Background: an optimization exercise with open tools, aiming at small area, a short achievable clock period and few clock cycles per item. Do not read the settings as production practice.
The RTL was checked by simulation tests, not by an equivalence proof against the original design.

Design dc25_mixer, start of the top module:
module dc25_mixer (
    input  wire         clk,
    input  wire         rst,
    input  wire         start,
    input  wire [255:0] y,        
    input  wire [255:0] level,    
    input  wire [15:0]  route,    
    input  wire [31:0]  in_l,
    input  wire [31:0]  in_r,
    input  wire [31:0]  mix,
    output reg          done,
    output wire [31:0]  out_l,
    output wire [31:0]  out_r,
    output wire         nonfin
);
clock: 24.0 ns
lec_check: 0
abc_area: 1
cap_margin: 20
core_margin: 2
core_utilization: 40
slew_margin: 20
run.sh (not shown) runs the stock make flow with config.mk's settings and CLKGATE_MAP_FILE= SYNTH_SCRIPT=/design/flow/synth_recipe.tcl, a recipe that flattens the netlist after the stock synthesis.
Testbench counts at the start, summed over its fixed seeds: cycles 108,090, frames 8,000.
Then changed:
--- a/flow/design.v
+++ b/flow/design.v
@@ -95,15 +95,14 @@
     wire [31:0] z = swap ? a : b;
     wire        xs = (x[30:23] == 8'h00);
     wire        zs = (z[30:23] == 8'h00);
     wire [23:0] mx = {~xs, x[22:0]};
     wire [23:0] mz = {~zs, z[22:0]};
     wire [7:0]  ex = xs ? 8'd1 : x[30:23];
     wire [7:0]  ez = zs ? 8'd1 : z[30:23];
-    wire [7:0]  dxz = x[30:23] - z[30:23];
     wire [7:0]  d_ab = ((a[30:23] == 8'h00) ? 8'd1 : a[30:23]) - ((b[30:23] == 8'h00) ? 8'd1 : b[30:23]);
     wire [7:0]  d_ba = ((b[30:23] == 8'h00) ? 8'd1 : b[30:23]) - ((a[30:23] == 8'h00) ? 8'd1 : a[30:23]);
     wire [7:0]  d  = swap ? d_ba : d_ab;
     reg  [26:0] zal;
     always @* begin
         if (d >= 8'd27)
             zal = {26'b0, |mz};
@@ -148,24 +147,26 @@
     wire [7:0]  i2b = {1'b0, pk[20:14]} + 8'd1;
     wire [9:0]  i3a = pk[30:21];
     wire [9:0]  i3b = pk[30:21] + 10'd1;
     wire [7:0]  i1  = i0[7] ? i1b : i1a;
     wire [7:0]  i2  = i1[7] ? i2b : i2a;
     wire [9:0]  i3  = i2[7] ? i3b : i3a;
     wire [30:0] rounded = {i3[9:0], i2[6:0], i1[6:0], i0[6:0]};
+    wire zero = (a[30:0] == b[30:0]) && (sub || (a[30:0] == 31'b0));
+    wire ovf  = s[27] && (ex == 8'd254);
     always @* begin
         if (a_nan || b_nan || (a_inf && b_inf && (a[31] != b[31])))
             y = 32'h7fc00000;
         else if (a_inf)
             y = a;
         else if (b_inf)
             y = b;
-        else if (s == 28'b0)
+        else if (zero)
             y = {a[31] & b[31], 31'b0};
-        else if (e >= 9'd255)
+        else if (ovf)
             y = {x[31], 8'hff, 23'b0};
         else
             y = {x[31], rounded};
     end
 endmodule
 module divc3 (
     input  wire [23:0] x,
@@ -325,15 +326,15 @@
                G_QL = 6,    
                G_QR = 7;    
     reg [2:0]  state;
     reg [7:0]  mask;       
     reg [37:0] ma, mb;     
     reg        mh;         
     reg [7:0]  op1;        
-    reg [31:0] c;          
+    reg [31:0] c_l, c_r;   
     reg [7:0]  op2;        
     reg [31:0] t;          
     reg [31:0] reg_l, reg_r;   
     reg [3:0]  k_l, k_r;
     wire [7:0] act;
     genvar g;
     generate
@@ -377,49 +378,50 @@
     end
     wire [37:0] ua, ub;
     fp_unpack u_ua (.a(a_s), .u(ua));
     fp_unpack u_ub (.a(b_s), .u(ub));
     wire [31:0] prod;
     fp_mul u_mul (.ua(ma), .ub(mb), .half(mh), .y(prod));
     wire [31:0] sum_l, sum_r;
-    fp_add u_addl (.a(reg_l), .b(c), .y(sum_l));
-    fp_add u_addr (.a(reg_r), .b(c), .y(sum_r));
+    fp_add u_addl (.a(reg_l), .b(c_l), .y(sum_l));
+    fp_add u_addr (.a(reg_r), .b(c_r), .y(sum_r));
     assign out_l  = reg_l;
     assign out_r  = reg_r;
     assign nonfin = (reg_l[30:23] == 8'hff) || (reg_r[30:23] == 8'hff);
     always @(posedge clk) begin
-        c <= prod;
+        c_l <= prod;
+        c_r <= prod;
         if (op2[G_T]) begin
             t     <= sum_l;
             reg_l <= 32'b0;
         end
         if (op2[G_L] || op2[G_C]) begin
             reg_l <= sum_l;
             k_l   <= k_l + 4'd1;
         end
         if (op2[G_R] || op2[G_C]) begin
             reg_r <= sum_r;
             k_r   <= k_r + 4'd1;
         end
         if (op2[G_PL])
-            reg_l <= c;
+            reg_l <= c_l;
         if (op2[G_PR])
-            reg_r <= c;
+            reg_r <= c_r;
         if (op2[G_QL])
             reg_l <= sum_l;
         if (op2[G_QR])
             reg_r <= sum_r;
         case (state)
             S_IDLE: if (start) begin
                 ma    <= ua;
                 mb    <= ub;
                 mh    <= (r_s == 2'd2);
                 mask  <= act & ~pick;
                 t     <= mix;
-                c     <= {~mix[31], mix[30:0]};
+                c_l   <= {~mix[31], mix[30:0]};
                 reg_l <= ONE;
                 reg_r <= 32'b0;
                 k_l   <= 4'd0;
                 k_r   <= 4'd0;
             end
             S_T, S_LINE: begin
                 if (any) begin
Effect: Non-clock buffer count fell by 6. Synthesized area rose by 2.5%. Design area rose by 2.2%. Cell count rose by 2.6%. Die area rose by 2.5%. Clock skew fell by 0.015 ns. Count of clock-buffer cells in the layout rose by 8. Worst setup slack improves by 1.8 ns. Critical path depth fell by 26. Routed wire length fell by 5.8%.
Testbench counts after the change, summed over its fixed seeds: cycles 108,090, frames 8,000.

what the ideal ports hide:
No port has a modelled driver above. Below, the same layouts with a new extraction and two added sets of constraints. Step 1: set_driving_cell puts a clkbuf_16 on clk and a buf_2 on each other input, an assumption about the parent block. Step 2 moves the port delays by t, midway between the first and last clock arrival at a register: inputs arrive t later, outputs are due t later. That takes back most of the time a late clock gives input paths. Three values: ideal ports, drivers, drivers and shift; two values: the first two.
| run | t, ns | setup WS [ns] | worst register clock-pin slew, ns |
|---|---|---|---|
| the first run | 0.718 | 8.024 / 8.024 / 8.024 | 0.08 / 0.08 |
| the second run | 0.639 | 9.868 / 9.917 / 9.277 | 0.08 / 0.08 |
After both steps setup and hold are still met in every run listed. For the second run, which loses most, drivers alone change the setup slack by +0.049 ns; drivers and shift together by -0.591 ns.
